What follows belongs to an exercise in optimizing a design on an open flow for small area; a production flow would make more cautious choices. The RTL was checked by simulation tests, not by an equivalence proof against the original design.

**flow/flow/run.sh**
```bash
#!/bin/bash
# Layout flow: the standard flow (standard.sh), with one change to
# synthesis: ORFS's synthesis runs unchanged up to technology mapping, then
# ABC maps the divider (n2t_div, kept as its own module until the final
# flatten) with ORFS's area script and the rest of the design with a
# stronger area-recovery script (flow/area.abc). Registers are mapped by
# dfflibmap before ABC, exactly as in the standard synthesis.
set -euo pipefail
W=$(pwd)
F=$W/flow

# ORFS's synth.tcl with the ABC call split in two
python3 - "$FLOW_HOME/scripts/synth.tcl" "$W/synth_split.tcl" "$F" <<'PY'
import sys
src, dst, f = sys.argv[1:4]
s = open(src).read()
pre = "source $::env(SCRIPTS_DIR)/synth_preamble.tcl"
assert s.count(pre) == 1
s = s.replace(pre, pre + "\n"
    "set div_abc_args  [lreplace $abc_args 1 1 %s/div.abc]\n"
    "set rest_abc_args [lreplace $abc_args 1 1 %s/area.abc]\n" % (f, f))
call = "  log_cmd abc {*}$abc_args\n"
assert s.count(call) == 1
s = s.replace(call, "  log_cmd abc {*}$div_abc_args n2t_div\n"
                    "  log_cmd abc {*}$rest_abc_args n2t_timing_engine\n")
open(dst, "w").write(s)
PY

# The standard flow's synthesis script, sourcing the split copy
sed "s#source \$::env(SCRIPTS_DIR)/synth.tcl#source $W/synth_split.tcl#" synth_recipe.tcl > my_synth.tcl
grep -q "synth_split.tcl" my_synth.tcl

# The standard flow's config, keeping the divider as a module through synthesis
{
    cat config.mk
    echo "export SYNTH_KEEP_MODULES = n2t_div"
    # clock tree: larger sink clusters, no dummy loads
    echo "export CTS_ARGS = -sink_clustering_enable -repair_clock_nets -dont_use_dummy_load -sink_clustering_size 20 -sink_clustering_max_diameter 100"
} > my_config.mk

sed -e "s#DESIGN_CONFIG=[^ ]*#DESIGN_CONFIG=$W/my_config.mk#" \
    -e "s#SYNTH_SCRIPT=[^ ]*#SYNTH_SCRIPT=$W/my_synth.tcl#" standard.sh > my_standard.sh
grep -q "my_synth.tcl" my_standard.sh
grep -q "my_config.mk" my_standard.sh

bash my_standard.sh finish > make_finish.log 2>&1
```
**flow/flow/area.abc**
```
strash
dc2
dch -f
amap
mfs2
strash
dch -f
amap
```
**flow/flow/div.abc**
```
strash
dch
map -B 0.9
topo
stime -c
buffer -c
upsize -c
dnsize -c
```
**flow/standard.sh**
```bash
#!/bin/bash
# synth_recipe.tcl (not shown) runs the flow's synth.tcl, then flattens the netlist and writes it again
# the make line also repeats each setting of config.mk as NAME=value (left out here)
make -C /OpenROAD-flow-scripts/flow DESIGN_CONFIG=/design/flow/config.mk WORK_HOME=/design/flow/orfs CLKGATE_MAP_FILE= SYNTH_SCRIPT=/design/flow/synth_recipe.tcl "${@:-finish}"
```
**flow/config.mk**
```make
export PLATFORM = sky130hd
export DESIGN_NAME = n2t_timing_engine
export DESIGN_NICKNAME = n2t_timing_engine
export VERILOG_FILES = /design/flow/design.v
export SDC_FILE = /design/flow/constraint.sdc
export NUM_CORES = 4
export LEC_CHECK = 0
export ABC_AREA = 1
export CAP_MARGIN = 20
export CORE_MARGIN = 2
export CORE_UTILIZATION = 40
export SLEW_MARGIN = 20
```
**flow/constraint.sdc**
```tcl
create_clock -name core_clock -period 70.0 [get_ports {clk}]
set_input_delay 14.0000 -clock core_clock [delete_from_list [all_inputs] [get_ports {clk}]]
set_output_delay 14.0000 -clock core_clock [all_outputs]
set_load 0.01 [all_outputs]
```
**flow/design.v**
```verilog
module n2t_prog_rom (
    input  wire [2:0]  index,
    output reg  [4:0]  len,
    output reg  [15:0] seq0,
    output reg  [15:0] seq1,
    output reg  [23:0] cnum
);
    always @* begin
        case (index)
            3'd0: begin len = 5'd1;  seq0 = 16'h0000; seq1 = 16'h0000; cnum = 24'd10000000; end
            3'd1: begin len = 5'd4;  seq0 = 16'h0006; seq1 = 16'h0003; cnum = 24'd2500000;  end
            3'd2: begin len = 5'd8;  seq0 = 16'h00AA; seq1 = 16'h000F; cnum = 24'd1250000;  end
            3'd3: begin len = 5'd16; seq0 = 16'h8001; seq1 = 16'hFFFF; cnum = 24'd625000;   end
            3'd4: begin len = 5'd1;  seq0 = 16'h0001; seq1 = 16'h0000; cnum = 24'd10000000; end
            3'd5: begin len = 5'd3;  seq0 = 16'h0005; seq1 = 16'h0003; cnum = 24'd3333333;  end
            3'd6: begin len = 5'd12; seq0 = 16'h0A5C; seq1 = 16'h03F0; cnum = 24'd833333;   end
            default: begin len = 5'd7; seq0 = 16'h005A; seq1 = 16'h0033; cnum = 24'd1428571; end
        endcase
    end
endmodule
module n2t_gt #(
    parameter W = 64
) (
    input  wire [W-1:0] a,
    input  wire [W-1:0] b,
    output wire         gt
);
    wire [W:0] c;
    assign c[0] = 1'b0;
    genvar i;
    generate
        for (i = 0; i < W; i = i + 1) begin : g
            assign c[i+1] = (a[i] & ~b[i]) | (a[i] & c[i]) | (~b[i] & c[i]);
        end
    endgenerate
    assign gt = c[W];
endmodule
module n2t_add #(
    parameter W  = 64,
    parameter WB = 24
) (
    input  wire [W-1:0]  a,
    input  wire [WB-1:0] b,
    output wire [W-1:0]  s,
    output wire          co
);
    wire [W:0] c;
    assign c[0] = 1'b0;
    genvar i;
    generate
        for (i = 0; i < W; i = i + 1) begin : g
            if (i < WB) begin : g_fa
                assign s[i]   = a[i] ^ b[i] ^ c[i];
                assign c[i+1] = (a[i] & b[i]) | (a[i] & c[i]) | (b[i] & c[i]);
            end else begin : g_ha
                assign s[i]   = a[i] ^ c[i];
                assign c[i+1] = a[i] & c[i];
            end
        end
    endgenerate
    assign co = c[W];
endmodule
module n2t_div (
    input  wire [23:0] num,
    input  wire [15:0] den,
    output wire [23:0] q
);
    wire [16*25-1:0] R;
    assign R[16*24 +: 16] = 16'd0;
    genvar i;
    generate
        for (i = 0; i < 24; i = i + 1) begin : st
            localparam integer W  = (24 - i) < 17 ? (24 - i) : 17;
            localparam integer RW = W < 16 ? W : 16;
            wire [W-1:0] a;
            wire [W-1:0] d;
            wire         hi;
            if (W == 1) begin : g_a1
                assign a = num[i];
            end else begin : g_an
                assign a = {R[16*(i+1) +: W-1], num[i]};
            end
            if (W == 17) begin : g_d17
                assign d  = {1'b0, den};
                assign hi = 1'b0;
            end else if (W == 16) begin : g_d16
                assign d  = den;
                assign hi = 1'b0;
            end else begin : g_dn
                assign d  = den[W-1:0];
                assign hi = |den[15:W];
            end
            wire [W:0] t = {1'b0, a} - {1'b0, d};
            assign q[i] = ~hi & ~t[W];
            wire [RW-1:0] r = q[i] ? t[RW-1:0] : a[RW-1:0];
            if (RW == 16) begin : g_r16
                assign R[16*i +: 16] = r;
            end else begin : g_rn
                assign R[16*i +: 16] = {{(16-RW){1'b0}}, r};
            end
        end
    endgenerate
endmodule
module n2t_button #(
    parameter [63:0] INTERVAL = 64'd200
) (
    input  wire        clk,
    input  wire        rst,
    input  wire [63:0] now,
    input  wire [1:0]  pin,
    output reg  [1:0]  state,
    output reg  [1:0]  changed,
    output reg  [1:0]  state_n,
    output reg  [1:0]  changed_n
);
    reg [1:0]  last;
    reg [2:0]  run0, run1;
    reg [63:0] next_tick;
    wire        sample;
    wire [63:0] next_tick_inc;
    wire        co_unused;
    n2t_gt  #(.W(64))          u_gt  (.a(now), .b(next_tick), .gt(sample));
    n2t_add #(.W(64), .WB(8))  u_add (.a(next_tick), .b(INTERVAL[7:0] & {8{sample}}),
                                      .s(next_tick_inc), .co(co_unused));
    wire [1:0] full = {run1 == 3'd7, run0 == 3'd7};
    wire [1:0] same = ~(pin ^ last);
    always @* begin
        state_n   = state;
        changed_n = 2'b00;
        if (sample) begin
            if (same[0] && full[0] && pin[0] != state[0]) begin
                state_n[0] = pin[0]; changed_n[0] = 1'b1;
            end
            if (same[1] && full[1] && pin[1] != state[1]) begin
                state_n[1] = pin[1]; changed_n[1] = 1'b1;
            end
        end
    end
    always @(posedge clk) begin
        if (rst) begin
            last      <= 2'b00;
            run0      <= 3'd7;
            run1      <= 3'd7;
            state     <= 2'b00;
            changed   <= 2'b00;
            next_tick <= now;
        end else begin
            if (sample) begin
                last      <= pin;
                run0      <= !same[0] ? 3'd1 : full[0] ? 3'd7 : run0 + 3'd1;
                run1      <= !same[1] ? 3'd1 : full[1] ? 3'd7 : run1 + 3'd1;
            end
            next_tick <= next_tick_inc;
            state   <= state_n;
            changed <= changed_n;
        end
    end
endmodule
module n2t_out_channel (
    input  wire        clk,
    input  wire        rst,
    input  wire [4:0]  dsat,         
    input  wire        wrap,         
    input  wire        cmd_set,      
    input  wire        cmd_rev,      
    input  wire [15:0] cmd_value,
    output reg         data_pin,
    output reg         enable_pin,
    output reg         reverse
);
    localparam [1:0] ST_IDLE = 2'd0, ST_PAUSE = 2'd1, ST_DATASET = 2'd2, ST_ENABLESET = 2'd3;
    reg [1:0]  st;
    reg [15:0] data;
    reg [4:0]  slot_n;    
    reg [4:0]  wait_n;    
    wire [3:0] slot = slot_n[4] ? 4'd15 : slot_n[3:0];
    wire [3:0] k    = slot ^ {4{reverse}};
    wire       due  = dsat >= wait_n;
    always @(posedge clk) begin
        if (rst) begin
            st         <= ST_IDLE;
            data       <= 16'h0000;
            reverse    <= 1'b0;
            data_pin   <= 1'b0;
            enable_pin <= 1'b0;
        end else if (cmd_set || cmd_rev) begin
            if (cmd_set) data <= cmd_value;
            if (cmd_rev) reverse <= ~reverse;
            slot_n  <= 5'd0;
            st      <= ST_PAUSE;
        end else if (st != ST_IDLE) begin
            if (due) begin
                case (st)
                    ST_PAUSE: begin
                        data_pin <= data[k];
                        if (!slot_n[4]) slot_n <= slot_n + 5'd1;
                        st <= ST_DATASET;
                    end
                    ST_DATASET: begin
                        enable_pin <= 1'b1;
                        st <= ST_ENABLESET;
                    end
                    default: begin   
                        enable_pin <= 1'b0;
                        if (slot_n[4] && slot_n[0]) begin
                            st <= ST_IDLE;
                        end else begin
                            if (slot_n[4]) slot_n <= 5'd17;
                            st <= ST_PAUSE;
                        end
                    end
                endcase
            end
        end
    end
    always @(posedge clk) begin
        if (cmd_set || cmd_rev) wait_n <= 5'd1;
        else if (!due)          wait_n <= wait_n - dsat;
        else                    wait_n <= wrap ? 5'd0 : 5'd21;
    end
endmodule
module n2t_in_channel (
    input  wire        clk,
    input  wire        rst,
    input  wire [4:0]  dsat,
    input  wire        wrap,         
    input  wire        data_in,
    input  wire        cmd_ack,      
    output reg         load_pin,
    output reg         shift_pin,
    output reg         clock_pin,
    output reg  [15:0] data,
    output wire [15:0] data_mirrored,
    output reg         data_changed
);
    localparam [1:0] ST_IDLE = 2'd0, ST_LOADING = 2'd1, ST_SHIFTOFF = 2'd2, ST_CLOCKON = 2'd3;
    reg [1:0]  st;
    reg [14:0] temp_data;    
    reg [3:0]  bit_count;
    reg [3:0]  wait_n;
    wire [15:0] temp_data_n = {temp_data, data_in};
    wire        due = dsat >= {1'b0, wait_n};
    genvar i;
    generate
        for (i = 0; i < 16; i = i + 1) begin : g_mir
            assign data_mirrored[i] = data[15 - i];
        end
    endgenerate
    always @(posedge clk) begin
        if (rst) begin
            st           <= ST_IDLE;
            data         <= 16'h0000;
            bit_count    <= 4'd0;
            data_changed <= 1'b0;
            wait_n       <= 4'd1;
            load_pin     <= 1'b0;
            shift_pin    <= 1'b0;
            clock_pin    <= 1'b0;
        end else begin
            if (cmd_ack) data_changed <= 1'b0;
            if (!due) begin
                wait_n <= wait_n - dsat[3:0];
            end else begin
                wait_n <= wrap ? 4'd0 : 4'd11;
                case (st)
                    ST_IDLE: begin
                        load_pin  <= 1'b1;
                        shift_pin <= 1'b0;
                        clock_pin <= 1'b0;
                        st        <= ST_LOADING;
                    end
                    ST_LOADING: begin
                        load_pin  <= 1'b0;
                        shift_pin <= 1'b1;
                        st        <= ST_SHIFTOFF;
                    end
                    ST_SHIFTOFF: begin
                        clock_pin <= 1'b0;
                        temp_data <= temp_data_n[14:0];
                        if (bit_count == 4'd15) begin
                            data_changed <= (temp_data_n != data);
                            data         <= temp_data_n;
                            bit_count    <= 4'd0;
                            st           <= ST_IDLE;
                        end else begin
                            bit_count <= bit_count + 4'd1;
                            st        <= ST_CLOCKON;
                        end
                    end
                    default: begin   
                        clock_pin <= 1'b1;
                        st        <= ST_SHIFTOFF;
                    end
                endcase
            end
        end
    end
endmodule
module n2t_clock_seq (
    input  wire        clk,
    input  wire        rst,
    input  wire [63:0] now,
    input  wire [1:0]  btn_state,
    input  wire [1:0]  btn_changed,
    input  wire        cmd_cfreq,
    input  wire        cmd_cauto,
    input  wire        cmd_csync,
    input  wire        cmd_csynco,
    input  wire        cmd_psel,
    input  wire        cmd_pfreq,
    input  wire        cmd_pauto,
    input  wire        cmd_idx,      
    input  wire [15:0] cmd_imm,
    input  wire [2:0]  cmd_op,       
    output reg  [1:0]  clk_out,
    output reg  [1:0]  clk_mode,
    output reg  [15:0] clk_freq0,
    output reg  [15:0] clk_freq1,
    output wire [7:0]  cur_prog,
    output reg  [1:0]  seq_mode
);
    localparam [1:0] SEQ_MANUAL = 2'd0, SEQ_ONESHOT = 2'd1, SEQ_AUTO = 2'd2;
    reg [2:0]  prog;
    reg [63:0] clk_base0, clk_base1, seq_base;
    reg        clk_pend0, clk_pend1, seq_pend;
    reg [22:0] clk_tps0, clk_tps1;
    reg [23:0] seq_tps;
    reg [15:0] seq_freq;
    reg [3:0]  seq_step;
    assign cur_prog = {5'd0, prog};
    wire [2:0]  prog_n = cmd_psel ? cmd_imm[2:0] : prog;
    wire [4:0]  act_len;
    wire [15:0] act_seq0, act_seq1;
    wire [23:0] act_cnum_unused;
    n2t_prog_rom u_rom_act (.index(prog_n), .len(act_len),
                            .seq0(act_seq0), .seq1(act_seq1), .cnum(act_cnum_unused));
    wire [2:0]  num_idx = cmd_op[2] ? prog : cmd_imm[2:0];
    wire [4:0]  num_len_unused;
    wire [15:0] num_s0_unused, num_s1_unused;
    wire [23:0] num_cnum;
    n2t_prog_rom u_rom_num (.index(num_idx), .len(num_len_unused),
                            .seq0(num_s0_unused), .seq1(num_s1_unused), .cnum(num_cnum));
    wire [23:0] div_num = (cmd_op[2] && !cmd_op[0]) ? 24'd5000000 : num_cnum;
    wire [15:0] div_den = cmd_op[2] ? cmd_imm : seq_freq;
    wire [23:0] new_tps;
    n2t_div u_div (.num(div_num), .den(div_den), .q(new_tps));
    wire        sync   = (cmd_csync || cmd_csynco) && prog == 3'd0;
    wire        synco  = cmd_csynco && prog == 3'd0;
    wire [63:0] clk_next0, clk_next1, seq_next;
    wire [2:0]  co_unused;
    n2t_add #(.W(64), .WB(23)) u_add0 (.a(clk_base0), .b(clk_tps0 & {23{clk_pend0}}),
                                       .s(clk_next0), .co(co_unused[0]));
    wire [63:0] base1 = sync ? clk_next0 : clk_base1;
    wire [22:0] add1  = synco ? clk_tps0 : sync ? 23'd0 : (clk_tps1 & {23{clk_pend1}});
    n2t_add #(.W(64), .WB(23)) u_add1 (.a(base1), .b(add1),
                                       .s(clk_next1), .co(co_unused[1]));
    n2t_add #(.W(64), .WB(24)) u_adds (.a(seq_base), .b(seq_tps & {24{seq_pend}}),
                                       .s(seq_next), .co(co_unused[2]));
    wire due0, due1, dues;
    n2t_gt #(.W(64)) u_gt0 (.a(now), .b(clk_next0), .gt(due0));
    n2t_gt #(.W(64)) u_gt1 (.a(now), .b(clk_next1), .gt(due1));
    n2t_gt #(.W(64)) u_gts (.a(now), .b(seq_next),  .gt(dues));
    wire cauto0 = cmd_cauto && !cmd_idx;
    wire cauto1 = cmd_cauto && cmd_idx;
    reg [1:0]  clk_st_n, clk_mode_n;
    reg        fire0, fire1;
    reg [1:0]  seq_mode_n;
    reg [3:0]  seq_step_n;
    reg        seq_fire, seq_start;
    reg        push;
    reg [3:0]  sig_k;
    reg [4:0]  step_inc;
    always @* begin
        clk_st_n   = clk_out;
        clk_mode_n = clk_mode ^ {cauto1, cauto0};
        fire0      = 1'b0;
        fire1      = 1'b0;
        seq_mode_n = seq_mode;
        seq_step_n = seq_step;
        seq_fire   = 1'b0;
        seq_start  = 1'b0;
        push       = 1'b0;
        sig_k      = 4'd0;
        if (sync) clk_st_n[1] = clk_out[0];
        if (cmd_psel) begin
            seq_step_n = 4'd0;
            seq_mode_n = SEQ_MANUAL;
        end
        if (cmd_pauto)
            seq_mode_n = (seq_mode == SEQ_MANUAL) ? SEQ_AUTO : SEQ_MANUAL;
        step_inc = {1'b0, seq_step_n} + 5'd1;
        if (prog_n == 3'd0) begin
            if (!clk_mode_n[0]) begin
                if (btn_changed[0]) clk_st_n[0] = btn_state[0];
            end else if (!cauto0 && due0) begin
                clk_st_n[0] = ~clk_st_n[0];
                fire0 = 1'b1;
            end
            if (!clk_mode_n[1]) begin
                if (btn_changed[1]) clk_st_n[1] = btn_state[1];
            end else if (!cauto1 && due1) begin
                clk_st_n[1] = ~clk_st_n[1];
                fire1 = 1'b1;
            end
        end else begin
            if (seq_mode_n == SEQ_MANUAL) begin
                if (btn_changed[0] && btn_state[0]) begin
                    seq_mode_n = SEQ_ONESHOT;
                    seq_start  = 1'b1;
                end
                if (btn_changed[1] && btn_state[1]) begin
                    seq_step_n = (step_inc == act_len) ? 4'd0 : step_inc[3:0];
                    push = 1'b1;
                end
            end else if (!cmd_pauto && dues) begin
                seq_step_n = (step_inc == act_len) ? 4'd0 : step_inc[3:0];
                if (seq_step_n == 4'd0 && seq_mode_n == SEQ_ONESHOT)
                    seq_mode_n = SEQ_MANUAL;
                seq_fire = 1'b1;
                push = 1'b1;
            end
            if (push) begin
                sig_k       = act_len[3:0] - seq_step_n - 4'd1;
                clk_st_n[0] = act_seq0[sig_k];
                clk_st_n[1] = act_seq1[sig_k];
            end
        end
    end
    always @(posedge clk) begin
        if (rst) begin
            clk_out   <= 2'b00;
            clk_mode  <= 2'b00;
            clk_base0 <= now;
            clk_base1 <= now;
            clk_pend0 <= 1'b0;
            clk_pend1 <= 1'b0;
            clk_tps0  <= 23'd500;
            clk_tps1  <= 23'd500;
            clk_freq0 <= 16'd10000;
            clk_freq1 <= 16'd10000;
            prog      <= 3'd0;
            seq_mode  <= SEQ_MANUAL;
            seq_step  <= 4'd0;
            seq_base  <= now;
            seq_pend  <= 1'b0;
            seq_tps   <= 24'd1000;
            seq_freq  <= 16'd10000;
        end else begin
            clk_out   <= clk_st_n;
            clk_mode  <= clk_mode_n;
            clk_base0 <= cauto0 ? now : clk_next0;
            clk_base1 <= cauto1 ? now : clk_next1;
            clk_pend0 <= fire0;
            clk_pend1 <= fire1;
            if (cmd_cfreq && !cmd_idx) begin
                clk_freq0 <= cmd_imm;
                clk_tps0  <= new_tps[22:0];
            end
            if (cmd_cfreq && cmd_idx) begin
                clk_freq1 <= cmd_imm;
                clk_tps1  <= new_tps[22:0];
            end
            prog      <= prog_n;
            seq_mode  <= seq_mode_n;
            seq_step  <= seq_step_n;
            seq_base  <= (cmd_pauto || seq_start) ? now : seq_next;
            seq_pend  <= seq_fire;
            if (cmd_psel || cmd_pfreq) seq_tps <= new_tps;
            if (cmd_pfreq) seq_freq <= cmd_imm;
        end
    end
endmodule
module n2t_timing_engine (
    input  wire        clk,
    input  wire        rst,
    input  wire [63:0] tick,
    input  wire [1:0]  btn_in,
    input  wire        in_data,
    input  wire        cmd_valid,
    input  wire [31:0] cmd,
    output wire [1:0]  clk_out,
    output wire [3:0]  out_data,
    output wire [3:0]  out_enable,
    output wire        in_load,
    output wire        in_shift,
    output wire        in_clock,
    output wire [1:0]  btn_state,
    output wire [1:0]  btn_changed,
    output wire [1:0]  clk_mode,
    output wire [15:0] clk_freq0,
    output wire [15:0] clk_freq1,
    output wire [3:0]  out_reversed,
    output wire [15:0] in_word,
    output wire [15:0] in_word_mirrored,
    output wire        in_changed,
    output wire [7:0]  cur_prog,
    output wire [1:0]  seq_mode,
    output reg         cmd_ok
);
    localparam [63:0] BUTTON_UPDATE_INTERVAL = 64'd200;
    wire [15:0] imm = cmd[15:0];
    wire is_nop    = (cmd == 32'h00000000);
    wire is_oset   = ((cmd & 32'hFFFC0000) == 32'h01000000);
    wire is_orev   = ((cmd & 32'hFFFCFFFF) == 32'h02000000);
    wire is_psel   = ((cmd & 32'hFFFF0000) == 32'h03000000);
    wire is_cfreq  = ((cmd & 32'hFFFE0000) == 32'h04000000);
    wire is_pfreq  = ((cmd & 32'hFFFF0000) == 32'h05000000);
    wire is_cauto  = ((cmd & 32'hFFFEFFFF) == 32'h06000000);
    wire is_csync  = (cmd == 32'h07000000);
    wire is_csynco = (cmd == 32'h08000000);
    wire is_pauto  = (cmd == 32'h09000000);
    wire is_iack   = (cmd == 32'h0A000000);
    wire psel_ok  = is_psel  && (imm[15:3] == 13'd0);
    wire cfreq_ok = is_cfreq && (imm != 16'd0);
    wire pfreq_ok = is_pfreq && (imm != 16'd0);
    wire accepted = is_nop || is_oset || is_orev || psel_ok || cfreq_ok || pfreq_ok
                 || is_cauto || is_csync || is_csynco || is_pauto || is_iack;
    wire do_oset   = cmd_valid && is_oset;
    wire do_orev   = cmd_valid && is_orev;
    wire do_psel   = cmd_valid && psel_ok;
    wire do_cfreq  = cmd_valid && cfreq_ok;
    wire do_pfreq  = cmd_valid && pfreq_ok;
    wire do_cauto  = cmd_valid && is_cauto;
    wire do_csync  = cmd_valid && is_csync;
    wire do_csynco = cmd_valid && is_csynco;
    wire do_pauto  = cmd_valid && is_pauto;
    wire do_iack   = cmd_valid && is_iack;
    always @(posedge clk) begin
        if (rst)            cmd_ok <= 1'b1;
        else if (cmd_valid) cmd_ok <= accepted;
    end
    reg  [63:0] last_lim;
    reg         lim_ovf;
    wire [58:0] lim_hi;
    wire        tick_hi_ones;    
    n2t_add #(.W(59), .WB(1)) u_lim (.a(tick[63:5]), .b(1'b1), .s(lim_hi), .co(tick_hi_ones));
    always @(posedge clk) begin
        last_lim <= {lim_hi, tick[4:0]};
        lim_ovf  <= tick_hi_ones;
    end
    wire        below_lim;
    n2t_gt #(.W(64)) u_lim_gt (.a(last_lim), .b(tick), .gt(below_lim));
    wire [4:0]  dsat = (below_lim || lim_ovf) ? (tick[4:0] - last_lim[4:0]) : 5'd31;
    wire        wrap20 = tick_hi_ones && (tick[4:0] >= 5'd12);
    wire        wrap10 = tick_hi_ones && (tick[4:0] >= 5'd22);
    wire [1:0] btn_state_n, btn_changed_n;
    n2t_button #(.INTERVAL(BUTTON_UPDATE_INTERVAL)) u_btn (
        .clk       (clk),
        .rst       (rst),
        .now       (tick),
        .pin       (btn_in),
        .state     (btn_state),
        .changed   (btn_changed),
        .state_n   (btn_state_n),
        .changed_n (btn_changed_n)
    );
    n2t_clock_seq u_clock_seq (
        .clk         (clk),
        .rst         (rst),
        .now         (tick),
        .btn_state   (btn_state_n),
        .btn_changed (btn_changed_n),
        .cmd_cfreq   (do_cfreq),
        .cmd_cauto   (do_cauto),
        .cmd_csync   (do_csync),
        .cmd_csynco  (do_csynco),
        .cmd_psel    (do_psel),
        .cmd_pfreq   (do_pfreq),
        .cmd_pauto   (do_pauto),
        .cmd_idx     (cmd[16]),
        .cmd_imm     (imm),
        .cmd_op      (cmd[26:24]),
        .clk_out     (clk_out),
        .clk_mode    (clk_mode),
        .clk_freq0   (clk_freq0),
        .clk_freq1   (clk_freq1),
        .cur_prog    (cur_prog),
        .seq_mode    (seq_mode)
    );
    genvar i;
    generate
        for (i = 0; i < 4; i = i + 1) begin : g_out
            n2t_out_channel u_out (
                .clk        (clk),
                .rst        (rst),
                .dsat       (dsat),
                .wrap       (wrap20),
                .cmd_set    (do_oset && cmd[17:16] == i),
                .cmd_rev    (do_orev && cmd[17:16] == i),
                .cmd_value  (imm),
                .data_pin   (out_data[i]),
                .enable_pin (out_enable[i]),
                .reverse    (out_reversed[i])
            );
        end
    endgenerate
    n2t_in_channel u_in (
        .clk           (clk),
        .rst           (rst),
        .dsat          (dsat),
        .wrap          (wrap10),
        .data_in       (in_data),
        .cmd_ack       (do_iack),
        .load_pin      (in_load),
        .shift_pin     (in_shift),
        .clock_pin     (in_clock),
        .data          (in_word),
        .data_mirrored (in_word_mirrored),
        .data_changed  (in_changed)
    );
endmodule
```
==> results of run 1 <==
per-module statistics from Yosys (local to each module, per instance):
module	area [um^2]	cells inside	flops+latches	times used
n2t_div	13100	2133	0	1
n2t_timing_engine	32100	3582	637	1
synth_stat cells, drive strengths merged (8+ instances only):
master	instances
inv	327
a221oi	43
o22ai	254
and2	35
nor4	15
a31oi	24
nor2b	8
nand3	172
nand2	729
nor3	43
buf	56
a221o	10
edfxtp	38
o22a	38
a32oi	20
a211oi	42
ha	559
or3	10
o21bai	75
dfxtp	599
o211ai	10
o221a	53
xor2	117
fa	98
a21boi	10
o21ai	277
nand4	14
o221ai	116
a22oi	106
or2	50
nor2	657
a21oi	561
xnor2	37
a2111oi	8
a21o	19
clkinv	388
o21a	45
layer usage:
| layer | share of wire | vias up | GRT usage |
|---|---|---|---|
| met1 | 0.48 | 19300 | 0.308 |
| met4 | 0.021 | 0 | 0.0481 |
| met2 | 0.46 | 923 | 0.362 |
| met5 | 0 | - | 0 |
| li1 | - | 20900 | - |
| met3 | 0.045 | 145 | 0.0168 |
kinds of logic (layout without fill, tap and decap cells):
family	count (synthesis)	in the layout	synth area share
compound gates	1737	1738	0.249
xor+xnor	154	154	0.0298
fa+ha+maj	657	657	0.198
buf+inv	777	1024	0.0688
flops	637	637	0.290
other cells	1	9	0.0000829
simple gates	1752	1757	0.164
area by class of cell:
| class | count | area share |
|---|---|---|
| multi-input cells | 4311 | 0.580 |
| flip-flops and latches | 637 | 0.260 |
| inverters | 715 | 0.0540 |
| repair buffers | 270 | 0.0499 |
| well taps | 1500 | 0.0371 |
| clock buffers | 39 | 0.0193 |
| diodes | 4 | 0.000198 |
stage by stage:
step / hold slack, ns / instances / TNS (ns)
2_1_floorplan: 0.435 / 5719 / 0
3_3_place_gp: 0.445 / 7401 / 0
3_5_place_dp: 0.449 / 7401 / 0
4_1_cts: 0.469 / 7440 / 0
5_1_grt: 0.486 / 7476 / -0.253
6_report: 0.469 / 7476 / 0
critical path, delay by kind of cell:
| family | cells | cell delay [ns] |
|---|---|---|
| AOI/OAI and AO/OA | 165 | 24.43 |
| and+or+nand+nor | 123 | 14.12 |
| adders and majority gates | 23 | 7.99 |
| buffers and inverters | 36 | 4.31 |
repair_timing:
item | 4_1_cts | 5_1_grt
setup endpoints to repair | 0 | 9
hold buffers | 0 | 0
buffers inserted | 0 | 26
resized for setup | 0 | 74
sequential cells by signal, summed over array words and instances (netlist names), 8 cells and up:
register and cells:
u_in.data 16, g_out.u_out.data 64, last_lim 64, u_clock_seq.clk_base1 64
u_clock_seq.clk_freq0 16, u_clock_seq.clk_tps0 23, u_clock_seq.seq_tps 24, g_out.u_out.slot_n 20
u_in.temp_data 15, u_clock_seq.seq_base 64, u_clock_seq.seq_freq 16, u_clock_seq.clk_base0 64
u_clock_seq.clk_tps1 23, g_out.u_out.st 8, u_btn.next_tick 64, g_out.u_out.wait_n 20
u_clock_seq.clk_freq1 16
how the worst max path moves through the flow:
stage	cells past startpoint	endpoint	from
2_1_floorplan	365	u_clock_seq.clk_tps0[0]$_SDFFE_PP0P_	cmd[26]
3_3_place_gp	358	u_clock_seq.clk_tps1[0]$_SDFFE_PP0P_	cmd[26]
3_5_place_dp	359	u_clock_seq.clk_tps1[0]$_SDFFE_PP0P_	cmd[26]
4_1_cts	360	u_clock_seq.clk_tps1[0]$_SDFFE_PP0P_	cmd[26]
5_1_grt	361	u_clock_seq.clk_tps1[0]$_SDFFE_PP0P_	cmd[26]
6_report	347	u_clock_seq.clk_tps1[0]$_SDFFE_PP0P_	cmd[26]
==> reports/metrics.csv, run 1 <==
stage,metric,value,unit
timing,setup violators final,0,
layout,Post-Layout Inst Area,50500,um^2
timing,f_max,0.0155,GHz
job,max-cap violations,0,
cts,CTS H-Tree Depth,2,
routing,count of TritonRoute iterations in the first routing pass,6,
yosys,largest area contributor in the netlist,dfxtp_1,
critical_path,Crit Reg-Reg Endpoint,u_clock_seq.clk_tps1[0]$_SDFFE_PP0P_,
timing,period utilization,0.923,
timing,Rel. slew slack,0.213,
place,placed inst area,49100,um^2
global_route,vias in the first global route,38300,
routing,via/cell ratio,5.51,
cts,clock sink count,637,
yosys,"flops & latches, synth",637,
yosys,Netlist cell types,77,
routing,Initial DRC Count,2651,
critical_path,Reg2Reg Setup Slack,19.23,ns
min_path,hold path depth,0,
critical_path,Crit. End Element,flop,
floorplanning,die height,340,um
timing,count of pins over their slew limit,0,
critical_path,Crit Path Max Fanout,24,
global_route,grt total ovfl,0,
timing,Slew @ Worst Pin,1.17,ns
routing,Routed WL per cell,17.6,um
timing,final hold viol count,0,
global_route,initial antenna violation count,6,
place,PortBufs,195,
yosys,Mapped Cells,5715,
outcome,status,no timing/DRC/antenna violations,
yosys,mapped cell area,45200,um^2
routing,DRC errors left,0,
cts,Max clock buf depth,3,
global_route,total global-route track usage,0.218,
layout,nets@finish,6733,
timing,Final Critical Period,64.59,ns
min_path,source of the worst hold timing path,u_in.temp_data[4]$_DFFE_PP_,
floorplanning,Die ar.,116000,um^2
critical_path,crit-path max cell delay,0.47,ns
yosys,Synth Area per Inst,7.92,um^2
critical_path,Reg2Reg Depth,348,
critical_path,crit path kind,in2reg,
yosys,top-area cell type share of the netlist area,0.265,
routing,final antenna-violating net count,0,
min_path,min-delay worst type,reg2reg,
layout,most frequent cells in the layout,"nand2_1 (707), nor2_1 (646), dfxtp_1 (599), ha_1 (559), a21oi_1 (539)",
critical_path,"Slowest-stage cell, CP",clkdlybuf4s50_1,
cts,CTS buffer count,39,
floorplanning,I/O pin total,201,
cts,clock-pin slew on the worst setup and hold paths,0.08,ns
floorplanning,Initial Util,0.403,
timing,setup ws final,5.41,ns
layout,share of cells above drive strength 1,0.0487,
place,dpl ws,0.0887,ns
floorplanning,cell row count,123,
layout,"most common cell after layout, fill and taps aside",nand2_1,
global_route,first-pass GRT wire length,208000,um
routing,final WL,131000,um
cts,TritonCTS clock tree,yes,
critical_path,RR Startpoint,u_clock_seq.prog[1]$_SDFF_PP0_,
layout,FF/Latch Area,13100,um^2
layout,P&R area growth vs syn,11.7,%
yosys,Yosys warning count,6,
critical_path,CP Data Required Time,70.41,ns
cts,root buf cell,clkbuf_16,
min_path,Hold Path End,u_in.temp_data[5]$_DFFE_PP_,
floorplanning,Die W,340,um
timing,Worst Clk Skew,0.0550,ns
yosys,top_reg_cell synth,dfxtp_1,
place,GPL Wtd Cong,0.923,
critical_path,Worst setup SP type,input pin,
yosys,Async SR Flop Fraction,0,
layout,final core utilization,0.450,
critical_path,Crit path top cell by count,nand2_1,
routing,detailed-route via count,41200,
yosys,ranking of synthesized cells by area,"dfxtp_1 (27%), ha_1 (15%), a21oi_1 (6.0%)",
floorplanning,core area,112000,um^2
global_route,largest net degree at the start of global routing,104,
critical_path,Worst Path Arrival,65.00,ns
yosys,Post-synth EDFFs,38,
place,hpwl dp,97300,um
layout,area of the multi-input gates,29300,um^2
yosys,register area share after synthesis,0.290,
cts,Clock Latency Late Sink,0.61,ns
layout,Filler Cells Inserted,11300,
==> run 2, diff against run 1 <==
--- a/flow/flow/run.sh
+++ b/flow/flow/run.sh
@@ -36,4 +36,6 @@
     echo "export SYNTH_KEEP_MODULES = n2t_div"
     # clock tree: larger sink clusters, no dummy loads
+    # port buffers: the smallest buffer cell
+    echo "export BUFFER_PORTS_ARGS = -buffer_cell sky130_fd_sc_hd__buf_1"
     echo "export CTS_ARGS = -sink_clustering_enable -repair_clock_nets -dont_use_dummy_load -sink_clustering_size 20 -sink_clustering_max_diameter 100"
 } > my_config.mk
==> flow/flow/div.abc (replaced) <==
strash
dc2
dch -f
map -a
topo
stime -c
upsize -c
dnsize -c
==> reports/metrics.csv, run 2 <==
stage,metric,value,unit
min_path,min-delay worst type,reg2reg,
cts,root buf cell,clkbuf_16,
timing,Worst Clk Skew,0.0786,ns
critical_path,Crit. End Element,flop,
global_route,first-pass GRT wire length,196000,um
yosys,Netlist cell types,76,
min_path,Hold Path End,u_in.temp_data[5]$_DFFE_PP_,
routing,Routed WL per cell,17.3,um
yosys,Synth Area per Inst,8.15,um^2
yosys,mux cell area share after synthesis,0,
cts,TritonCTS clock tree,yes,
timing,final hold viol count,0,
timing,setup violators final,0,
yosys,Mapped Cells,5382,
layout,filler-free cell count of the finished design,7217,
layout,most frequent cells in the layout,"nor2_1 (710), clkinv_1 (663), dfxtp_1 (599), ha_1 (553), a21oi_1 (546)",
critical_path,Worst setup SP type,input pin,
critical_path,CP Data Required Time,70.46,ns
place,dpl ws,-1.86,ns
timing,Rel. slew slack,0.356,
critical_path,crit path kind,in2reg,
floorplanning,Initial Util,0.403,
floorplanning,cell row count,121,
global_route,global routing's busiest layer,met2,
global_route,met2 Use GR,0.353,
yosys,"flops & latches, synth",637,
critical_path,Crit path top cell by count,a21oi_2,
layout,Post-Layout Inst Area,49400,um^2
cts,clock-pin slew on the worst setup and hold paths,0.09,ns
critical_path,Worst Path Arrival,66.91,ns
global_route,vias in the first global route,36900,
routing,count of TritonRoute iterations in the first routing pass,6,
layout,nets@finish,6557,
cts,Clock Latency Late Sink,0.62,ns
yosys,top_reg_cell synth,dfxtp_1,
min_path,hold path depth,0,
outcome,status,no timing/DRC/antenna violations,
timing,Final Critical Period,66.46,ns
yosys,largest area contributor in the netlist,dfxtp_1,
routing,detailed-route via count,40200,
floorplanning,Die W,335,um
critical_path,"Slowest-stage cell, CP",fa_1,
global_route,largest net degree at the start of global routing,90,
yosys,Post-synth EDFFs,38,
place,hpwl dp,92200,um
critical_path,Reg2Reg Setup Slack,16.80,ns
yosys,register area share after synthesis,0.300,
timing,WHS,0.465,ns
floorplanning,core area,109000,um^2
timing,f_max,0.0150,GHz
yosys,synth cell count leaders,"nor2_1 (728), clkinv_1 (683), a21oi_1 (627), dfxtp_1 (599), ha_1 (559)",
yosys,top-area cell type share of the netlist area,0.274,
layout,"most common cell after layout, fill and taps aside",nor2_1,
global_route,initial antenna violation count,9,
yosys,top-count cell post-synth,nor2_1,
global_route,GR Layer Usage met3,0.0170,
routing,final antenna-violating net count,0,
global_route,grt total ovfl,0,
routing,DRC errors left,0,
yosys,Async SR Flop Fraction,0,
routing,via/cell ratio,5.56,
timing,count of pins over their slew limit,0,
place,GPL Wtd Cong,0.897,
min_path,source of the worst hold timing path,u_in.temp_data[4]$_DFFE_PP_,
yosys,ranking of synthesized cells by area,"dfxtp_1 (27%), ha_1 (16%), a21oi_1 (7.2%)",
yosys,Yosys warning count,6,
timing,period utilization,0.949,
routing,Initial DRC Count,2485,
layout,P&R area growth vs syn,12.8,%
yosys,Synth Area in Adders,0.204,
cts,hold_buf cts,0,
critical_path,crit-path max cell delay,0.42,ns
floorplanning,Die ar.,112000,um^2
routing,final WL,125000,um
timing,setup ws final,3.54,ns
critical_path,Crit Path Max Fanout,30,
critical_path,RR Startpoint,u_clock_seq.seq_freq[14]$_SDFFE_PP0P_,
layout,share of cells above drive strength 1,0.0845,
yosys,Compound-Gate Fraction of Synth Area,0.270,
cts,CTS H-Tree Depth,2,
yosys,main combinational cell family by area after synthesis,compound AO/OA/AOI/OAI gates,
place,placed cell count,7095,
timing,Slew @ Worst Pin,0.964,ns
cts,Max clock buf depth,3,
cts,CTS buffer count,40,
yosys,Post-Synth XOR/XNOR Area,0.0366,
cts,clock sink count,637,
floorplanning,I/O pin total,201,
floorplanning,die height,335,um
job,max-cap violations,0,
yosys,mapped cell area,43800,um^2
global_route,met1 Usage GRT,0.297,
critical_path,Crit Reg-Reg Endpoint,u_clock_seq.clk_tps1[0]$_SDFFE_PP0P_,
critical_path,Reg2Reg Depth,382,
yosys,Simple-Gate Fraction of Synth Area,0.123,
place,PortBufs,195,
place,placed inst area,47200,um^2
global_route,total global-route track usage,0.213,
[run 2: worst max-delay path, delay by kind of cell]
| family | cells | cell delay, ns |
|---|---|---|
| compound gates | 241 | 33.68 |
| fa+ha+maj | 23 | 7.17 |
| buf+inv | 36 | 2.86 |
| simple gates | 84 | 9.05 |
[run 2: per-layer routing]
| metal | up-vias | share of wire |
|---|---|---|
| li1 | 20200 | - |
| met1 | 19000 | 0.47 |
| met2 | 805 | 0.46 |
| met3 | 172 | 0.039 |
| met4 | 0 | 0.026 |
| met5 | - | 0 |
[run 2: worst max-delay path by stage]
stage / start / to / slack, ns / cells after the start
final: cmd[26] / u_clock_seq.clk_tps1[0]$_SDFFE_PP0P_ / 3.54 / 384
after global routing: cmd[26] / u_clock_seq.clk_tps1[0]$_SDFFE_PP0P_ / -0.75 / 387
after CTS: cmd[26] / u_clock_seq.clk_tps1[0]$_SDFFE_PP0P_ / 0.03 / 380
after detailed placement: cmd[26] / u_clock_seq.clk_tps1[0]$_SDFFE_PP0P_ / -1.86 / 377
after global placement: cmd[26] / u_clock_seq.clk_tps1[0]$_SDFFE_PP0P_ / -0.04 / 379
after floorplan: cmd[26] / u_clock_seq.clk_tps0[0]$_SDFFE_PP0P_ / 0.09 / 377
[run 2: area by class of cell]
cell class                      instances  area [um^2]
Timing Repair Buffer                  396         2310
Tap cell                             1414         1770
Inverter                              697         2660
Sequential cell                       637        13100
Multi-Input combinational cell       4026        28600
Fill cell                           10900        59400
Clock buffer                           40         1000
Antenna cell                            7         17.5
[run 2: Yosys stat by module, one instance, submodules excluded]
module             cells inside  area [um^2]  times used  flops+latches
n2t_timing_engine          3582        32100           1            637
n2t_div                    1800        11700           1              0
[run 2: through the flow]
stage | setup TNS, ns | util
after floorplan | 0 | -
after global placement | -0.0871 | 0.433
after detailed placement | -5.56 | 0.433
after CTS | 0 | 0.443
after global routing | -2.19 | 0.454
final | 0 | 0.454
[run 2: cells by family after synthesis]
logic type               after synthesis
adder cells (fa/ha/maj)              657
buffers and inverters                730
other                                  1
XOR/XNOR                             183
flip-flops                           637
AND/OR/NAND/NOR                     1304
AO/OA/AOI/OAI                       1870
[run 2: repair_timing]
action | in CTS | in global routing
setup buffers | 1 | 66
pin swaps | 5 | 131
endpoints found under the hold margin | 0 | 0
gates resized for setup | 26 | 207
endpoints found under the setup margin | 3 | 9
cloned | 1 | 6
==> run 3, diff against run 2 <==
==> flow/flow/div.abc (replaced) <==
strash
dch
map -a
topo
stime -c
buffer -c
upsize -c
dnsize -c
==> reports/metrics.csv, run 3 <==
stage,metric,value,unit
outcome,status,no timing/DRC/antenna violations,
layout,area of the multi-input gates,28800,um^2
place,GPL Wtd Cong,0.910,
yosys,mapped cell area,44400,um^2
critical_path,Reg2Reg Depth,374,
timing,setup TNS,0,ns
floorplanning,cell row count,122,
yosys,top-count cell post-synth,nor2_1,
critical_path,Crit. End Element,flop,
timing,setup violators final,0,
routing,final WL,127000,um
floorplanning,Die ar.,114000,um^2
routing,via/cell ratio,5.52,
yosys,Synth Area per Inst,8.06,um^2
layout,most frequent cells in the layout,"nor2_1 (789), dfxtp_1 (599), a21oi_1 (567), ha_1 (557), nand2_1 (478)",
yosys,"flops & latches, synth",637,
yosys,Async SR Flop Fraction,0,
global_route,initial antenna violation count,6,
cts,CTS buffer count,39,
critical_path,"Slowest-stage cell, CP",fa_1,
critical_path,Crit Path Max Fanout,21,
yosys,top-area cell type share of the netlist area,0.270,
cts,root buf cell,clkbuf_16,
timing,period utilization,0.933,
cts,clock-pin slew on the worst setup and hold paths,0.08,ns
timing,setup ws final,4.67,ns
routing,DRC errors left,0,
yosys,Post-synth EDFFs,38,
layout,"most common cell after layout, fill and taps aside",nor2_1,
timing,f_max,0.0153,GHz
yosys,top_reg_cell synth,dfxtp_1,
cts,TritonCTS clock tree,yes,
place,hpwl dp,93600,um
min_path,hold path depth,0,
layout,Filler Cells Inserted,11100,
yosys,synth cell count leaders,"nor2_1 (803), dfxtp_1 (599), a21oi_1 (596), ha_1 (559), nand2_1 (489)",
global_route,largest net degree at the start of global routing,95,
cts,Clock Latency Late Sink,0.61,ns
yosys,register area share after synthesis,0.296,
job,max-cap violations,0,
cts,Max clock buf depth,3,
critical_path,Top delay family on crit path,compound AO/OA/AOI/OAI gates,
cts,CTS H-Tree Depth,2,
critical_path,Crit Reg-Reg Endpoint,u_clock_seq.clk_tps1[0]$_SDFFE_PP0P_,
critical_path,Worst setup SP type,input pin,
yosys,Yosys warning count,6,
global_route,vias in the first global route,37500,
floorplanning,core area,110000,um^2
critical_path,Reg2Reg Setup Slack,18.01,ns
floorplanning,I/O pin total,201,
min_path,min-delay worst type,reg2reg,
critical_path,RR Startpoint,u_clock_seq.prog[1]$_SDFF_PP0_,
cts,hold_buf cts,0,
routing,count of TritonRoute iterations in the first routing pass,5,
layout,share of cells above drive strength 1,0.0601,
place,dpl ws,-2.13,ns
yosys,ranking of synthesized cells by area,"dfxtp_1 (27%), ha_1 (16%), nor2_1 (6.8%)",
layout,nets@finish,6571,
timing,count of pins over their slew limit,0,
floorplanning,Initial Util,0.402,
critical_path,crit-path max cell delay,0.44,ns
place,PortBufs,195,
yosys,Netlist cell types,72,
timing,Slew @ Worst Pin,1.08,ns
timing,Rel. slew slack,0.282,
global_route,total global-route track usage,0.216,
timing,Worst Clk Skew,0.0465,ns
timing,Final Critical Period,65.33,ns
global_route,grt total ovfl,0,
layout,FF/Latch Area,13100,um^2
critical_path,Bufs and invs on worst path,40,
routing,final antenna-violating net count,0,
min_path,Hold Path End,u_in.temp_data[5]$_DFFE_PP_,
routing,detailed-route via count,40300,
floorplanning,die height,337,um
cts,clock sink count,637,
min_path,source of the worst hold timing path,u_in.temp_data[4]$_DFFE_PP_,
global_route,first-pass GRT wire length,201000,um
critical_path,Crit path top cell by count,nand2_1,
yosys,largest area contributor in the netlist,dfxtp_1,
yosys,Mapped Cells,5509,
timing,final hold viol count,0,
critical_path,Worst Path Arrival,65.80,ns
timing,WHS,0.464,ns
layout,P&R area growth vs syn,10.5,%
floorplanning,Die W,337,um
routing,Initial DRC Count,2815,
critical_path,CP Data Required Time,70.47,ns
routing,Routed WL per cell,17.4,um
critical_path,CP startpoint,cmd[26],
critical_path,crit path kind,in2reg,
[run 3: cell types whose count changed after synthesis, moves of 16 or more]
cell | previous run | this run
clkbuf_1 | 0 | 18
xor2_1 | 119 | 143
o21a_1 | 36 | 53
inv_1 | 0 | 269
nand2_1 | 410 | 489
a21oi_2 | 2 | 26
nor2_1 | 728 | 803
clkinv_1 | 683 | 384
xnor2_1 | 64 | 48
nand3_1 | 17 | 35
o21ai_0 | 340 | 262
a21oi_1 | 627 | 596
[run 3: cell families after synthesis]
family,after synthesis,share of synthesized area
simple gates,1473,0.134
compound gates,1816,0.264
flops,637,0.296
fa+ha+maj,657,0.202
other cells,1,0.0000845
xor+xnor,191,0.0377
buf+inv,734,0.0665
[run 3: Yosys stat by module, one instance, submodules excluded]
module | times used | cells
n2t_timing_engine | 1 | 3582
n2t_div | 1 | 1927
[run 3: final cells by class]
class / count / share of cell area
multi-input cells: 4149 / 0.588
flip-flops and latches: 637 / 0.268
inverters: 661 / 0.0508
well taps: 1488 / 0.0380
repair buffers: 323 / 0.0352
clock buffers: 39 / 0.0199
diodes: 3 / 0.000153
repair inverters: 1 / 0.000102
[run 3: repair_timing]
action | 4_1_cts | 5_1_grt
cloned | 1 | 7
setup buffers | 0 | 36
endpoints found under the hold margin | 0 | 0
pin swaps | 1 | 35
endpoints found under the setup margin | 3 | 9
resized for setup | 12 | 121
[run 3: worst max-delay path by stage]
stage	end	slack [ns]	cells past startpoint
after floorplan	u_clock_seq.clk_tps0[0]$_SDFFE_PP0P_	1.05	388
after global placement	u_clock_seq.clk_tps0[0]$_SDFFE_PP0P_	-0.73	366
after detailed placement	u_clock_seq.clk_tps0[0]$_SDFFE_PP0P_	-2.13	369
after CTS	u_clock_seq.clk_tps0[0]$_SDFFE_PP0P_	0.11	370
after global routing	u_clock_seq.clk_tps1[0]$_SDFFE_PP0P_	-0.38	375
final	u_clock_seq.clk_tps1[0]$_SDFFE_PP0P_	4.67	374
[run 3: layer usage]
metal,global-route usage,up-vias,wire length (um)
li1,-,20300,-
met3,0.0176,122,5240
met5,0,-,0
met2,0.355,816,58100
met1,0.307,19100,61200
met4,0.0519,0,2610
[run 3: stage by stage]
step	area, um^2	util	std cells
3_5_place_dp	47300	0.428	7214
3_3_place_gp	47300	0.428	7214
5_1_grt	49000	0.444	7301
2_1_floorplan	44400	-	5513
4_1_cts	48300	0.438	7254
6_report	49000	0.444	7301
==> run 4, diff against run 3 <==
==> flow/flow/div.abc (replaced) <==
strash
dch
map -B 0.9
topo
stime -c
buffer -c
upsize -c
dnsize -c
==> reports/metrics.csv, run 4 <==
stage,metric,value,unit
critical_path,Crit. End Element,flop,
routing,Top Metal Used,met4,
job,max-cap violations,0,
cts,clock sink count,637,
global_route,grt total ovfl,0,
cts,CTS H-Tree Depth,2,
timing,setup ws final,5.53,ns
cts,clock-pin slew on the worst setup and hold paths,0.07,ns
yosys,"flops & latches, synth",637,
timing,Worst Clk Skew,0.0298,ns
yosys,Mapped Cells,5715,
layout,final core utilization,0.439,
layout,most frequent cells in the layout,"nand2_1 (708), nor2_1 (647), dfxtp_1 (599), ha_1 (559), a21oi_1 (541)",
timing,WHS,0.467,ns
layout,Post-Layout Inst Area,49300,um^2
global_route,largest net degree at the start of global routing,158,
yosys,Netlist cell types,77,
yosys,Synth Area per Inst,7.92,um^2
critical_path,Top delay family on crit path,compound AO/OA/AOI/OAI gates,
layout,P&R area growth vs syn,8.87,%
place,dpl ws,0.247,ns
global_route,first-pass GRT wire length,207000,um
layout,"most common cell after layout, fill and taps aside",nand2_1,
place,PortBufs,195,
timing,f_max,0.0155,GHz
layout,filler-free cell count of the finished design,7479,
place,GPL Wtd Cong,0.912,
critical_path,Worst Path Arrival,64.91,ns
yosys,Synth Area in Adders,0.198,
yosys,Compound-Gate Fraction of Synth Area,0.249,
yosys,top_reg_cell synth,dfxtp_1,
routing,final antenna-violating net count,0,
cts,Clock Latency Late Sink,0.60,ns
cts,CTS buffer count,38,
cts,Max clock buf depth,3,
outcome,status,no timing/DRC/antenna violations,
timing,Rel. slew slack,0.264,
place,placed cell count,7407,
timing,Final Critical Period,64.47,ns
timing,setup TNS,0,ns
yosys,Post-synth EDFFs,38,
yosys,Yosys warning count,6,
routing,final WL,131000,um
yosys,top-area cell type share of the netlist area,0.265,
floorplanning,Die ar.,116000,um^2
critical_path,crit path kind,in2reg,
routing,via/cell ratio,5.52,
timing,period utilization,0.921,
timing,final hold viol count,0,
timing,Slew @ Worst Pin,1.10,ns
critical_path,Crit Reg-Reg Endpoint,u_clock_seq.clk_tps1[0]$_SDFFE_PP0P_,
routing,Routed WL per cell,17.5,um
critical_path,Worst setup SP type,input pin,
yosys,largest area contributor in the netlist,dfxtp_1,
critical_path,CP Data Required Time,70.44,ns
critical_path,crit-path max cell delay,0.46,ns
yosys,register area share after synthesis,0.290,
min_path,min-delay worst type,reg2reg,
yosys,top-count cell post-synth,nand2_1,
critical_path,Reg2Reg Depth,351,
critical_path,RR Startpoint,u_clock_seq.prog[0]$_SDFF_PP0_,
yosys,main combinational cell family by area after synthesis,compound AO/OA/AOI/OAI gates,
cts,root buf cell,clkbuf_16,
global_route,total global-route track usage,0.217,
place,hpwl dp,96700,um
global_route,vias in the first global route,38600,
critical_path,Bufs and invs on worst path,40,
layout,nets@finish,6732,
floorplanning,Initial Util,0.403,
place,placed inst area,47900,um^2
floorplanning,core area,112000,um^2
critical_path,Reg2Reg Setup Slack,19.08,ns
yosys,Async SR Flop Fraction,0,
layout,share of cells above drive strength 1,0.0471,
yosys,synth cell count leaders,"nand2_1 (715), nor2_1 (653), dfxtp_1 (599), ha_1 (559), a21oi_1 (544)",
timing,setup violators final,0,
floorplanning,Die W,340,um
critical_path,Crit path top cell by count,a21oi_1,
critical_path,Crit Path Max Fanout,24,
global_route,initial antenna violation count,7,
critical_path,"Slowest-stage cell, CP",o21ai_0,
routing,detailed-route via count,41300,
cts,TritonCTS clock tree,yes,
min_path,Hold Path End,u_clock_seq.clk_tps0[1]$_SDFFE_PP0P_,
layout,Filler Cells Inserted,11400,
routing,DR WL met2,59400,um
yosys,Simple-Gate Fraction of Synth Area,0.164,
floorplanning,cell row count,123,
min_path,source of the worst hold timing path,u_clock_seq.clk_tps0[1]$_SDFFE_PP0P_,
routing,count of TritonRoute iterations in the first routing pass,6,
min_path,hold path depth,2,
routing,DRC errors left,0,
floorplanning,die height,340,um
yosys,Post-Synth XOR/XNOR Area,0.0298,
floorplanning,I/O pin total,201,
routing,Initial DRC Count,2795,
critical_path,CP startpoint,cmd[26],
timing,count of pins over their slew limit,0,
yosys,mapped cell area,45200,um^2
routing,wl on met1,61800,um
yosys,ranking of synthesized cells by area,"dfxtp_1 (27%), ha_1 (15%), a21oi_1 (6.0%)",
yosys,mux cell area share after synthesis,0,
routing,met3 routed WL,6200,um
-- run 4: repair_timing --
item / CTS / global route
endpoints found under the setup margin: 0 / 9
resized for setup: 0 / 53
hold buffers: 0 / 0
buffers inserted: 0 / 21
-- run 4: worst max-delay path by stage --
stage	endpoint	slack [ns]	cells after the start
after global routing	u_clock_seq.clk_tps0[0]$_SDFFE_PP0P_	-0.04	359
after CTS	u_clock_seq.clk_tps1[0]$_SDFFE_PP0P_	0.74	360
final	u_clock_seq.clk_tps1[0]$_SDFFE_PP0P_	5.53	354
after detailed placement	u_clock_seq.clk_tps1[0]$_SDFFE_PP0P_	0.25	360
after global placement	u_clock_seq.clk_tps0[0]$_SDFFE_PP0P_	2.18	360
after floorplan	u_clock_seq.clk_tps0[0]$_SDFFE_PP0P_	9.06	365
-- run 4: metal layers --
layer	up-vias	track usage
li1	20900	-
met1	19400	0.302
met2	910	0.360
met3	154	0.0193
met4	0	0.0597
met5	-	0
-- run 4: cell type report --
class	instances	area, um^2	area share
diodes	8	20.0	0.000406
clock buffers	38	951	0.0193
inverters	715	2720	0.0553
multi-input cells	4310	29200	0.593
flip-flops and latches	637	13100	0.267
well taps	1500	1880	0.0381
repair buffers	271	1320	0.0268
-- run 4: kinds of logic after synthesis --
group | after synthesis
compound gates | 1737
xor+xnor | 154
fa+ha+maj | 657
buf+inv | 777
flops | 637
other cells | 1
simple gates | 1752
-- run 4: worst register-to-register path, delay by kind of cell (launching register included) --
family	cells	cell delay, ns
AO/OA/AOI/OAI	167	24.83
adder cells (fa/ha/maj)	24	8.13
flip-flops	1	0.41
AND/OR/NAND/NOR	123	13.67
buffers and inverters	37	3.68
-- run 4: per-module statistics from Yosys (local to each module, per instance) --
module             flip-flops and latches  cells inside  times used  cell area, um^2
n2t_timing_engine                     637          3582           1            32100
n2t_div                                 0          2133           1            13100
==> run 5, diff against run 4 <==
--- a/flow/flow/run.sh
+++ b/flow/flow/run.sh
@@ -38,5 +38,5 @@
     # port buffers: the smallest buffer cell
     echo "export BUFFER_PORTS_ARGS = -buffer_cell sky130_fd_sc_hd__buf_1"
-    echo "export CTS_ARGS = -sink_clustering_enable -repair_clock_nets -dont_use_dummy_load -sink_clustering_size 20 -sink_clustering_max_diameter 100"
+    echo "export CTS_ARGS = -sink_clustering_enable -repair_clock_nets -dont_use_dummy_load -buf_list sky130_fd_sc_hd__clkbuf_8 -sink_clustering_size 16 -sink_clustering_max_diameter 80"
 } > my_config.mk
 
==> reports/metrics.csv, run 5 <==
stage,metric,value,unit
critical_path,Crit Path Max Fanout,24,
routing,detailed-route via count,41100,
routing,DRC errors left,0,
floorplanning,Initial Util,0.403,
yosys,Mapped Cells,5715,
global_route,largest net degree at the start of global routing,158,
yosys,top_reg_cell synth,dfxtp_1,
min_path,Hold Path End,u_clock_seq.clk_tps0[1]$_SDFFE_PP0P_,
yosys,"flops & latches, synth",637,
cts,Max clock buf depth,3,
critical_path,crit-path max cell delay,0.44,ns
yosys,register area share after synthesis,0.290,
critical_path,Crit Reg-Reg Endpoint,u_clock_seq.clk_tps1[0]$_SDFFE_PP0P_,
yosys,ranking of synthesized cells by area,"dfxtp_1 (27%), ha_1 (15%), a21oi_1 (6.0%)",
timing,setup violators final,0,
routing,final WL,131000,um
timing,f_max,0.0155,GHz
place,placed cell count,7407,
min_path,source of the worst hold timing path,u_clock_seq.clk_tps0[1]$_SDFFE_PP0P_,
layout,filler-free cell count of the finished design,7486,
floorplanning,Die ar.,116000,um^2
critical_path,crit path kind,in2reg,
min_path,min-delay worst type,reg2reg,
global_route,vias in the first global route,38600,
yosys,top-count cell post-synth,nand2_1,
cts,CTS buffer count,47,
yosys,Post-synth EDFFs,38,
cts,CTS H-Tree Depth,2,
layout,most frequent cells in the layout,"nand2_1 (708), nor2_1 (647), dfxtp_1 (599), ha_1 (559), a21oi_1 (541)",
yosys,Synth Area per Inst,7.92,um^2
floorplanning,die height,340,um
critical_path,CP Data Required Time,70.52,ns
timing,final hold viol count,0,
yosys,Netlist cell types,77,
floorplanning,cell row count,123,
routing,final antenna-violating net count,0,
layout,P&R area growth vs syn,8.19,%
critical_path,Reg2Reg Setup Slack,19.12,ns
yosys,largest area contributor in the netlist,dfxtp_1,
global_route,total global-route track usage,0.218,
yosys,top-area cell type share of the netlist area,0.265,
cts,Clock Latency Late Sink,0.70,ns
timing,Slew @ Worst Pin,1.08,ns
timing,Worst Clk Skew,0.0595,ns
yosys,Async SR Flop Fraction,0,
timing,count of pins over their slew limit,0,
routing,Initial DRC Count,2877,
critical_path,"Slowest-stage cell, CP",fa_1,
layout,nets@finish,6741,
cts,root buf cell,clkbuf_8,
timing,period utilization,0.919,
critical_path,Crit path top cell by count,nand2_1,
yosys,mapped cell area,45200,um^2
place,GPL Wtd Cong,0.912,
global_route,initial antenna violation count,8,
timing,Rel. slew slack,0.274,
critical_path,Crit. End Element,flop,
timing,Final Critical Period,64.33,ns
critical_path,Worst Path Arrival,64.84,ns
cts,clock-pin slew on the worst setup and hold paths,0.09,ns
yosys,synth cell count leaders,"nand2_1 (715), nor2_1 (653), dfxtp_1 (599), ha_1 (559), a21oi_1 (544)",
timing,WHS,0.468,ns
cts,clock sink count,637,
global_route,first-pass GRT wire length,207000,um
floorplanning,Die W,340,um
yosys,Yosys warning count,6,
global_route,grt total ovfl,0,
critical_path,RR Startpoint,u_clock_seq.prog[0]$_SDFF_PP0_,
critical_path,Reg2Reg Depth,355,
routing,Routed WL per cell,17.5,um
layout,"most common cell after layout, fill and taps aside",nand2_1,
routing,via/cell ratio,5.49,
min_path,hold path depth,2,
job,max-cap violations,0,
floorplanning,I/O pin total,201,
layout,share of cells above drive strength 1,0.0485,
outcome,status,no timing/DRC/antenna violations,
cts,TritonCTS clock tree,yes,
routing,count of TritonRoute iterations in the first routing pass,6,
place,hpwl dp,96700,um
floorplanning,core area,112000,um^2
critical_path,Worst setup SP type,input pin,
place,PortBufs,195,
run 5: changes by cell type in the layout (fill, tap and decap cells not counted), sizes merged:
cell	change
diode	-2
clkbuf	+9
run 5: critical path, delay by kind of cell:
kind / cells / cell delay (ns)
AO/OA/AOI/OAI: 166 / 24.04
AND/OR/NAND/NOR: 127 / 14.01
buffers and inverters: 41 / 4.59
adder cells (fa/ha/maj): 24 / 8.03
run 5: logic make-up (layout without fill, tap and decap cells):
kind of cell / Yosys count / count (layout) / synth area share
AO/OA/AOI/OAI: 1737 / 1738 / 0.249
other: 1 / 11 / 0.0000829
AND/OR/NAND/NOR: 1752 / 1756 / 0.164
buffers and inverters: 777 / 1033 / 0.0688
adder cells (fa/ha/maj): 657 / 657 / 0.198
flip-flops: 637 / 637 / 0.290
XOR/XNOR: 154 / 154 / 0.0298
run 5: worst max-delay path by stage:
stage | from | endpoint | slack (ns)
floorplan | cmd[26] | u_clock_seq.clk_tps0[0]$_SDFFE_PP0P_ | 9.06
global placement | cmd[26] | u_clock_seq.clk_tps0[0]$_SDFFE_PP0P_ | 2.18
detailed placement | cmd[26] | u_clock_seq.clk_tps1[0]$_SDFFE_PP0P_ | 0.25
CTS | cmd[26] | u_clock_seq.clk_tps1[0]$_SDFFE_PP0P_ | 0.81
global route | cmd[26] | u_clock_seq.clk_tps0[0]$_SDFFE_PP0P_ | -0.008
finish | cmd[26] | u_clock_seq.clk_tps1[0]$_SDFFE_PP0P_ | 5.67
run 5: area by class of cell:
class | count | area [um^2]
well taps | 1500 | 1880
flip-flops and latches | 637 | 13100
clock buffers | 47 | 647
diodes | 6 | 15.0
inverters | 715 | 2720
fillers | 11500 | 63400
repair buffers | 271 | 1320
multi-input cells | 4310 | 29200
run 5: layer usage:
layer	wire length (um)	vias up	global-route usage
met5	0	-	0
met4	3370	0	0.0594
met3	6500	166	0.0207
met2	59400	902	0.360
met1	61400	19200	0.302
li1	-	20800	-
run 5: modules after synthesis, one instance, submodules excluded:
module | cells | flip-flops and latches | copies in the design | area, um^2
n2t_div | 2133 | 0 | 1 | 13100
n2t_timing_engine | 3582 | 637 | 1 | 32100
run 5: through the flow:
| step | setup WS (ns) | instance area [um^2] | util | TNS (ns) |
|---|---|---|---|---|
| floorplan | 9.06 | 45300 | - | 0 |
| global placement | 2.18 | 47900 | 0.427 | 0 |
| detailed placement | 0.247 | 47900 | 0.427 | 0 |
| CTS | 0.809 | 48600 | 0.432 | 0 |
| global route | -0.00848 | 49000 | 0.436 | -0.00848 |
| finish | 5.67 | 49000 | 0.436 | 0 |
run 5: what timing repair did:
| action | CTS | global route |
|---|---|---|
| hold buffers | 0 | 0 |
| gates resized for setup | 0 | 53 |
| buffers inserted | 0 | 21 |
| setup endpoints to repair | 0 | 9 |
| hold endpoints to repair | 0 | 0 |

==> re-timing with driven ports <==
How much do the figures lean on ideal ports? The routed layouts below were timed once more, with nothing changed but the port constraints. Step 1 sets driving cells, clkbuf_16 on the clock port and buf_2 on the other inputs (assumed; they add their load-dependent delay and slew). Step 2, shift: input delay + t, output delay - t, t = (earliest + latest rising clock arrival at the registers) / 2. This alone moves slack from input paths to output paths. Three values: ideal ports, drivers, drivers and shift; two values: the first two.
run	t (ns)	setup WS [ns]	hold slack, ns	worst setup path at the end	clock arrival spread, ns
run 1	0.637	5.414 / 5.405 / 4.768	0.469 / 0.469 / 0.469	input to register	0.055 / 0.054
run 2	0.642	3.545 / 3.537 / 2.895	0.465 / 0.465 / 0.465	input to register	0.078 / 0.078
run 3	0.658	4.668 / 4.719 / 4.061	0.464 / 0.464 / 0.464	input to register	0.047 / 0.046
run 4	0.645	5.527 / 5.518 / 4.874	0.467 / 0.467 / 0.467	input to register	0.031 / 0.031
run 5	0.730	5.673 / 5.663 / 4.932	0.468 / 0.468 / 0.468	input to register	0.060 / 0.059
After both steps setup and hold are still met in every run listed. The setup slack of run 5, which loses most, moves by -0.010 ns with the drivers and by -0.741 ns with both steps.
